This is an optimization exercise on Yosys and OpenROAD, whose aim is small area, a short achievable clock period and few clock cycles, not a production implementation.
Function was checked by simulation only, so behaviour that the tests miss may differ from the original.
No activity file was given, so power comes from the tool's default toggle rates.

===== design/flow/run.sh =====
#!/bin/bash
# synth_recipe.tcl (not shown) runs the flow's synth.tcl, then flattens the netlist and writes it again
# the make line also repeats each setting of config.mk as NAME=value (left out here)
make -C /OpenROAD-flow-scripts/flow DESIGN_CONFIG=/design/flow/config.mk WORK_HOME=/design/flow/orfs CLKGATE_MAP_FILE= SYNTH_SCRIPT=/design/flow/synth_recipe.tcl finish

===== design/flow/constraint.sdc =====
create_clock -name core_clock -period 12.0 [get_ports {clk}]
set_input_delay 2.4000 -clock core_clock [delete_from_list [all_inputs] [get_ports {clk}]]
set_output_delay 2.4000 -clock core_clock [all_outputs]
set_load 0.01 [all_outputs]

===== design/flow/design.v =====
module calip_demod (
    input  wire        clk,
    input  wire        rst,           
    input  wire        s_valid,
    output wire        s_ready,
    input  wire [11:0] s_sample,      
    input  wire [31:0] s_sin,         
    input  wire [31:0] s_cos,         
    input  wire        s_last,        
    input  wire        s_upd,         
    input  wire        s_rezero,      
    input  wire [15:0] thresh,        
    input  wire [31:0] pitch,         
    input  wire        init,          
    input  wire [16:0] init_angle,    
    output reg         out_valid,
    output reg  [31:0] sum_sin,
    output reg  [31:0] sum_cos,
    output reg  [16:0] angle,
    output reg  [16:0] delta,
    output reg         advanced,
    output reg  [31:0] unwrap,
    output wire [31:0] pos_phys
);
    localparam W  = 38;               
    localparam ZW = 25;               
    reg        rdy_q;
    reg        i_v, i_last, i_upd, i_rz;
    reg [11:0] i_smp;
    reg [31:0] i_sin, i_cos;
    assign s_ready = rdy_q;
    reg [31:0] ms_s, ms_c;            
    reg [31:0] mc_s, mc_c;            
    reg        m_first;               
    reg        m_done;                
    reg        m_upd, m_rz;
    localparam [2:0] A_IDLE = 3'd0, A_ABS = 3'd1, A_NORM = 3'd2,
                     A_ROT  = 3'd3, A_DONE = 3'd4;
    reg [2:0]  a_st;
    reg [4:0]  iter;
    reg [31:0] s1_sin, s1_cos;
    reg        a_upd, a_rz;
    reg        x_neg, y_neg, a_zero;
    reg [W-1:0]  cx, cy;
    reg [ZW-1:0] cz;
    reg        b_busy;
    reg [4:0]  b_cnt;
    reg        b_upd, b_rz;
    reg [16:0] last_angle;
    reg [16:0] dq;
    reg        advq;
    reg [31:0] pitch_q;
    reg [34:0] p_hi;
    reg [15:0] p_lo;
    assign pos_phys = {p_hi[15:0], p_lo};
    wire b_free   = !b_busy || out_valid;
    wire handoff  = (a_st == A_DONE) && b_free;
    wire a_free   = (a_st == A_IDLE) || handoff;
    wire blocked  = m_done && !a_free;
    wire consume  = i_v && !blocked;
    wire xfer     = m_done && a_free;
    wire i_v_n    = rdy_q ? s_valid : (i_v && !consume);
    wire m_done_n = (m_done && !xfer) || (consume && i_last);
    wire a_idle_n = xfer ? 1'b0 : (handoff || a_st == A_IDLE);
    wire a_free_n = a_idle_n;         
    wire rdy_n    = !(i_v_n && m_done_n && !a_free_n);
    wire        clr_acc = consume && m_first;
    wire [11:0] smp_g   = i_smp & {12{consume}};
    function [63:0] csa;              
        input [31:0] a, b, c;
        begin
            csa[31:0]  = a ^ b ^ c;
            csa[63:32] = {((a[30:0] & b[30:0]) | (a[30:0] & c[30:0]) | (b[30:0] & c[30:0])), 1'b0};
        end
    endfunction
    function [63:0] mac_tree;         
        input [31:0] acc_s, acc_c, rf;
        input [11:0] smp;
        reg [31:0] r [0:13];
        reg [63:0] t;
        reg [31:0] l1 [0:9];
        reg [31:0] l2 [0:6];
        reg [31:0] l3 [0:4];
        reg [31:0] l4 [0:3];
        reg [31:0] l5 [0:2];
        integer j;
        begin
            for (j = 0; j < 12; j = j + 1)
                r[j] = (rf & {32{smp[j]}}) << j;
            r[12] = acc_s;
            r[13] = acc_c;
            t = csa(r[0], r[1], r[2]);   l1[0] = t[31:0]; l1[1] = t[63:32];
            t = csa(r[3], r[4], r[5]);   l1[2] = t[31:0]; l1[3] = t[63:32];
            t = csa(r[6], r[7], r[8]);   l1[4] = t[31:0]; l1[5] = t[63:32];
            t = csa(r[9], r[10], r[11]); l1[6] = t[31:0]; l1[7] = t[63:32];
            l1[8] = r[12]; l1[9] = r[13];
            t = csa(l1[0], l1[1], l1[2]); l2[0] = t[31:0]; l2[1] = t[63:32];
            t = csa(l1[3], l1[4], l1[5]); l2[2] = t[31:0]; l2[3] = t[63:32];
            t = csa(l1[6], l1[7], l1[8]); l2[4] = t[31:0]; l2[5] = t[63:32];
            l2[6] = l1[9];
            t = csa(l2[0], l2[1], l2[2]); l3[0] = t[31:0]; l3[1] = t[63:32];
            t = csa(l2[3], l2[4], l2[5]); l3[2] = t[31:0]; l3[3] = t[63:32];
            l3[4] = l2[6];
            t = csa(l3[0], l3[1], l3[2]); l4[0] = t[31:0]; l4[1] = t[63:32];
            l4[2] = l3[3]; l4[3] = l3[4];
            t = csa(l4[0], l4[1], l4[2]); l5[0] = t[31:0]; l5[1] = t[63:32];
            l5[2] = l4[3];
            mac_tree = csa(l5[0], l5[1], l5[2]);
        end
    endfunction
    wire [63:0] ts = mac_tree(ms_s & {32{!clr_acc}}, ms_c & {32{!clr_acc}}, i_sin, smp_g);
    wire [63:0] tc = mac_tree(mc_s & {32{!clr_acc}}, mc_c & {32{!clr_acc}}, i_cos, smp_g);
    wire [31:0] ax = s1_cos[31] ? (~s1_cos + 32'd1) : s1_cos;
    wire [31:0] ay = s1_sin[31] ? (~s1_sin + 32'd1) : s1_sin;
    wire [31:0] m = cx[34:3] | cy[34:3];
    reg [4:0] lz;
    integer k;
    always @(*) begin
        lz = 5'd0;
        for (k = 0; k < 32; k = k + 1)
            if (m[k]) lz = 5'd31 - k[4:0];
    end
    function [ZW-1:0] atan_tab;
        input [4:0] i;
        case (i)
            5'd0:  atan_tab = 25'd2097152;
            5'd1:  atan_tab = 25'd1238021;
            5'd2:  atan_tab = 25'd654136;
            5'd3:  atan_tab = 25'd332050;
            5'd4:  atan_tab = 25'd166669;
            5'd5:  atan_tab = 25'd83416;
            5'd6:  atan_tab = 25'd41718;
            5'd7:  atan_tab = 25'd20860;
            5'd8:  atan_tab = 25'd10430;
            5'd9:  atan_tab = 25'd5215;
            5'd10: atan_tab = 25'd2608;
            5'd11: atan_tab = 25'd1304;
            5'd12: atan_tab = 25'd652;
            5'd13: atan_tab = 25'd326;
            5'd14: atan_tab = 25'd163;
            5'd15: atan_tab = 25'd81;
            5'd16: atan_tab = 25'd41;
            5'd17: atan_tab = 25'd20;
            5'd18: atan_tab = 25'd10;
            5'd19: atan_tab = 25'd5;
            default: atan_tab = 25'd0;
        endcase
    endfunction
    wire signed [W-1:0] sx = $signed(cx) >>> iter;
    wire signed [W-1:0] sy = $signed(cy) >>> iter;
    wire [ZW-1:0]       at = atan_tab(iter);
    wire                ypos = !cy[W-1];
    wire                zadd = ypos ^ x_neg ^ y_neg;
    wire [ZW-1:0] z_init = (x_neg == y_neg) ? (y_neg ? 25'h1800080 : 25'h0000080)
                                             : (y_neg ? 25'h0000080 : 25'h0800080);
    wire [16:0] a_raw = cz[24:8];
    wire [16:0] a_fix = a_zero ? 17'd0 :
                        (a_raw == 17'h18000) ? 17'h08000 : a_raw;
    wire signed [17:0] d0 = {angle[16], angle} - {last_angle[16], last_angle};
    wire signed [17:0] dw = (d0 >  18'sd32768) ? d0 - 18'sd65536 :
                            (d0 < -18'sd32768) ? d0 + 18'sd65536 : d0;
    wire        [16:0] dmag = dq[16] ? (~dq + 17'd1) : dq;
    wire [3:0]  mstep = b_cnt - 5'd4;
    wire [32:0] ue = {unwrap, 1'b0};
    wire [2:0]  bd = ue[{mstep, 1'b0} +: 3];
    wire        b_neg = bd[2] & ~(bd[1] & bd[0]);
    wire        b_one = bd[1] ^ bd[0];
    wire        b_two = (bd[2] & ~bd[1] & ~bd[0]) | (~bd[2] & bd[1] & bd[0]);
    wire [34:0] pmag = ({35{b_one}} & {3'b000, pitch_q}) | ({35{b_two}} & {2'b00, pitch_q, 1'b0});
    wire [34:0] psum = p_hi + (pmag ^ {35{b_neg}}) + {34'd0, b_neg};
    always @(posedge clk) begin
        if (rdy_q) begin
            i_smp  <= s_sample;
            i_sin  <= s_sin;
            i_cos  <= s_cos;
            i_last <= s_last;
            i_upd  <= s_upd;
            i_rz   <= s_rezero;
        end
        ms_s <= ts[31:0];
        ms_c <= ts[63:32];
        mc_s <= tc[31:0];
        mc_c <= tc[63:32];
        if (consume) m_first <= i_last;
        if (consume && i_last) begin
            m_upd <= i_upd;
            m_rz  <= i_rz;
        end
        if (xfer) begin
            s1_sin <= ms_s + ms_c;
            s1_cos <= mc_s + mc_c;
            a_upd  <= m_upd;
            a_rz   <= m_rz;
        end
        case (a_st)
            A_ABS: begin
                cx     <= {3'b000, ax, 3'b000};
                cy     <= {3'b000, ay, 3'b000};
                x_neg  <= s1_cos[31];
                y_neg  <= s1_sin[31];
            end
            A_NORM: begin
                cx     <= cx << lz;
                cy     <= cy << lz;
                a_zero <= (m == 32'd0);
                cz     <= z_init;
                iter   <= 5'd0;
            end
            A_ROT: begin
                if (ypos) begin
                    cx <= cx + sy;
                    cy <= cy - sx;
                end else begin
                    cx <= cx - sy;
                    cy <= cy + sx;
                end
                cz   <= zadd ? cz + at : cz - at;
                iter <= iter + 5'd1;
            end
            default: ;
        endcase
        if (handoff) begin
            sum_sin <= s1_sin;
            sum_cos <= s1_cos;
            angle   <= a_fix;
            b_upd   <= a_upd;
            b_rz    <= a_rz;
        end
        pitch_q <= pitch;
        if (b_busy) begin
            if (b_cnt == 5'd1) dq <= dw[16:0];
            if (b_cnt == 5'd2) advq <= (dmag > {1'b0, thresh});
            if (b_cnt == 5'd3) p_hi <= 35'd0;
            if (b_cnt >= 5'd4 && !out_valid) begin
                p_hi <= {{2{psum[34]}}, psum[34:2]};
                p_lo <= {psum[1:0], p_lo[15:2]};
            end
        end
        if (rst) begin
            rdy_q      <= 1'b1;
            i_v        <= 1'b0;
            m_first    <= 1'b1;
            m_done     <= 1'b0;
            a_st       <= A_IDLE;
            b_busy     <= 1'b0;
            b_cnt      <= 5'd0;
            out_valid  <= 1'b0;
            last_angle <= 17'd0;
            unwrap     <= 32'd0;
            delta      <= 17'd0;
            advanced   <= 1'b0;
        end else begin
            rdy_q  <= rdy_n;
            i_v    <= i_v_n;
            m_done <= m_done_n;
            case (a_st)
                A_IDLE: ;
                A_ABS:  a_st <= A_NORM;
                A_NORM: a_st <= A_ROT;
                A_ROT:  if (iter == 5'd19) a_st <= A_DONE;
                default: if (handoff) a_st <= A_IDLE;
            endcase
            if (xfer) a_st <= A_ABS;
            out_valid <= 1'b0;
            if (handoff) begin
                b_busy <= 1'b1;
                b_cnt  <= 5'd1;
            end else if (b_busy && !out_valid) begin
                b_cnt <= b_cnt + 5'd1;
                if (b_cnt == 5'd19) out_valid <= 1'b1;
            end else if (out_valid) begin
                b_busy <= 1'b0;
            end
            if (b_busy && b_cnt == 5'd3) begin
                if (b_upd) begin
                    delta    <= dq;
                    advanced <= advq;
                    if (advq) last_angle <= angle;
                end
                if (b_rz)
                    unwrap <= 32'd0;
                else if (b_upd && advq)
                    unwrap <= unwrap + {{15{dq[16]}}, dq};
            end
            if (init) begin
                last_angle <= init_angle;
                unwrap     <= 32'd0;
                delta      <= 17'd0;
                advanced   <= 1'b0;
            end
        end
    end
endmodule

===== design/flow/config.mk =====
export PLATFORM = sky130hd
export DESIGN_NAME = calip_demod
export DESIGN_NICKNAME = calip_demod
export VERILOG_FILES = /design/flow/design.v
export SDC_FILE = /design/flow/constraint.sdc
export NUM_CORES = 4
export LEC_CHECK = 0
export CAP_MARGIN = 20
export CORE_MARGIN = 2
export CORE_UTILIZATION = 40
export PLACE_DENSITY = 0.6
export SLEW_MARGIN = 20

==> results.py <==
metrics = {
    "cts": {
        "insertion_delay_ps": 740,
        "cts.sinks": 663,
        "ctsHoldBuffers": 0,
        "clock_path_buffers": 3,
        "clock_tree.root_cell": "clkbuf_16",
        "cts_resized": 0,
        "htree_levels": 3,
        "cts_tree": "yes",
        "cts_buffers": 84,
        "path_clk_slew_ps": 60,
        "post_cts_buffers": 0,
    },
    "placed_design": {
        "place_congestion": 0.963,
        "placedInstanceArea_um2": 69900,
        "port_buffers": 312,
        "dpl.hpwl_um": 152000,
    },
    "sta": {
        "period_minus_slack_ps": 7780,
        "setup_viol": 0,
        "tns_ps": 0,
        "rsz0062_at_grt": "no",
        "final.period_utilization": 0.648,
        "slew_violations": 0,
        "finalClockSkew_ps": 73.9,
        "hold_viol": 0,
        "max_freq_mhz": 129,
        "worst_pin_slew_ps": 1120,
        "maxSlewHeadroom": 0.255,
        "holdWs_ps": 416,
    },
    "drt": {
        "wl_um": 203000,
        "detail_route.wl_per_cell_um": 22.5,
        "drt-initial-drc-count": 4525,
        "first_pass_iters": 9,
        "via_per_inst": 5.63,
        "drtAntennaViolNets": 0,
        "drc_errors": 0,
        "num_vias": 50700,
    },
    "floorplan": {
        "fp.dieW_um": 407,
        "start_util": 0.404,
        "io_pins": 313,
        "die_area_um2": 165000,
        "rows": 147,
        "core_um2": 161000,
        "die_h_um": 407,
    },
    "layout": {
        "area_growth_pct": 12.3,
        "layout-drive-gt1-share": 0.0654,
        "fillCellCount": 15400,
        "multi_input_area_um2": 43800,
        "regArea_um2": 17300,
        "fin_area_um2": 72900,
        "nNetsFinal": 7849,
        "reg.largest.list": "cx: 38 flops, cy: 38 flops, p_hi: 33 flops",
    },
    "grt": {
        "grt_max_degree": 82,
        "grt_pass1_vias": 51300,
        "overflow": 0,
        "antenna_found_initial": 6,
        "grt_pass1_wl_um": 313000,
        "grt_use_total": 0.245,
    },
    "synthesis": {
        "synth_seq_cells": 663,
        "synth_top_area_cell": "edfxtp_1",
        "synthTopCellsByCount": "and2_1, inv_1, fa_1",
        "synth_fp_nets": 7740,
        "syn_area_per_cell_um2": 9.72,
        "ys.flop_type": "edfxtp_1",
        "synth_warnings": 13,
        "post_synth_num_cell_types": 92,
        "syn_area_um2": 64900,
        "synth_cells": 6672,
        "synth_edf_count": 406,
        "synth-seq-area-share": 0.267,
        "synth_area_leaders": "edfxtp_1, fa_1, dfxtp_1, ha_1, and2_1",
        "async_reset_ff_frac": 0,
        "synth_top_area_share": 0.188,
        "yosysMostFrequentCell": "and2_1",
    },
    "setup_path": {
        "crit_slowest_cell": "mux4_1",
        "cp_num_buf_inv": 2,
        "critPathRequiredTime_ps": 12470,
        "cp_max_fo": 48,
        "slowest_delay_ps": 790,
        "worstPathCellList": "buf_4 > buf_4 > mux4_1 > mux4_2 > mux2_2 > a211o_1 > or3_1 > nor4_2 > and2_1 > nor2b_1 > a21oi_1 > xnor2_1 > ha_1 > a21oi_1 > o21ai_0 > or3_1 > a21oi_1 > o21a_1 > o21ai_0 > a31oi_1 > xor2_1 > o32ai_1",
        "cp_common_cell": "a21oi_1",
        "cp.arrival_ps": 8240,
        "critPathTopFamily": "simple AND/OR/NAND/NOR gates",
        "critPathKind": "reg2reg",
        "crit_path_end_kind": "flip-flop",
        "rrSetupSlack_ps": 4220,
        "cp-start-kind": "flip-flop",
    },
    "power": {
        "pwr_density_cell_nw_per_um2": 128,
        "p_leak_nw": 28.5,
        "vdd_drop_max_mv": 0.0983,
    },
    "job": {
        "drv_cap": 0,
    },
    "hold_path": {
        "hold_class": "reg2reg",
    },
    "outcome": {
        "status": "timing/DRC/antenna clean",
    },
}
-- final cells by class --
| class | count | area share |
|---|---|---|
| Timing Repair Buffer | 403 | 0.0523 |
| Clock inverter | 39 | 0.00728 |
| Clock buffer | 117 | 0.0332 |
| Sequential cell | 663 | 0.238 |
| Antenna cell | 3 | 0.000103 |
| Inverter | 600 | 0.0309 |
| Tap cell | 2160 | 0.0371 |
| Multi-Input combinational cell | 5029 | 0.601 |
-- worst paths after layout --
kind / start / to / cells past startpoint
hold reg to reg: i_upd / m_upd / 0
hold / removal: i_upd / m_upd / 0
setup reg to reg: iter[1] / cy[36] / 22
setup / recovery: iter[1] / cy[36] / 22
-- power breakdown --
| part | internal, mW | switching (mW) |
|---|---|---|
| clock | 1.56 | 1.12 |
| combinational | 1.58 | 2.08 |
| sequential | 2.75 | 0.245 |
-- layer usage --
layer  up-vias  part of all wire  global-route usage
met1     25200              0.43               0.332
met4         6             0.042              0.0954
met3       409             0.076              0.0466
met2      1869              0.45               0.386
li1      23200                 -                   -
met5         -            0.0011             0.00892
-- logic make-up after synthesis --
logic type	count (synthesis)	share of synthesized area
and+or+nand+nor	2006	0.157
AOI/OAI and AO/OA	1259	0.128
buffers and inverters	980	0.0595
adders and majority gates	920	0.246
DFF	663	0.267
xor gates and xnor gates	442	0.0597
muxes	402	0.0822
-- cells in the final DEF (no fill, tap or decap), drive strengths merged, types with 92 or more instances in the layout --
cell	instances
edfxtp	406
clkdlybuf4s50	311
mux4	96
xor2	139
xnor2	303
inv	602
clkbuf	117
fa	596
and2	605
o21ai	215
dfxtp	257
nor2	388
nand2	543
buf	92
mux2i	239
ha	324
a21oi	326
-- metrics by stage --
| stage | total power [mW] | worst slack (ps) | utilization | std cells |
|---|---|---|---|---|
| after floorplan | 5.66 | 5650 | - | 6672 |
| after global placement | 6.57 | 4350 | 0.435 | 8854 |
| after detailed placement | 6.67 | 4300 | 0.435 | 8854 |
| after CTS | 9.41 | 4260 | 0.453 | 9010 |
| after global routing | 10.0 | 3700 | 0.453 | 9011 |
| final | 9.33 | 4220 | 0.453 | 9014 |
Testbench counts, summed over its fixed seeds: cycles 37,394.

## re-timing with driven ports
No port has a modelled driver above. Below, the same layout with a new extraction and two added sets of constraints.
Step 1 sets driving cells, clkbuf_16 on the clock port and buf_2 on the other inputs (assumed; they add their load-dependent delay and slew).
Step 2 times the ports against the registers' clock, not the clock port: input delays grow and output delays shrink by t, the midpoint of the rising clock arrivals with the driver on.
a / b / c = ideal / step 1 / step 2; a / b = the first two.
t, ns: 0.799
setup WS [ns]: 4.220 / 4.220 / 4.220
hold slack, ns: 0.416 / 0.416 / 0.416
clock arrival spread, ns: 0.085 / 0.084
After both steps this run still meets setup and hold. For this run, drivers alone change the setup slack by 0.000 ns; drivers and shift together by 0.000 ns.
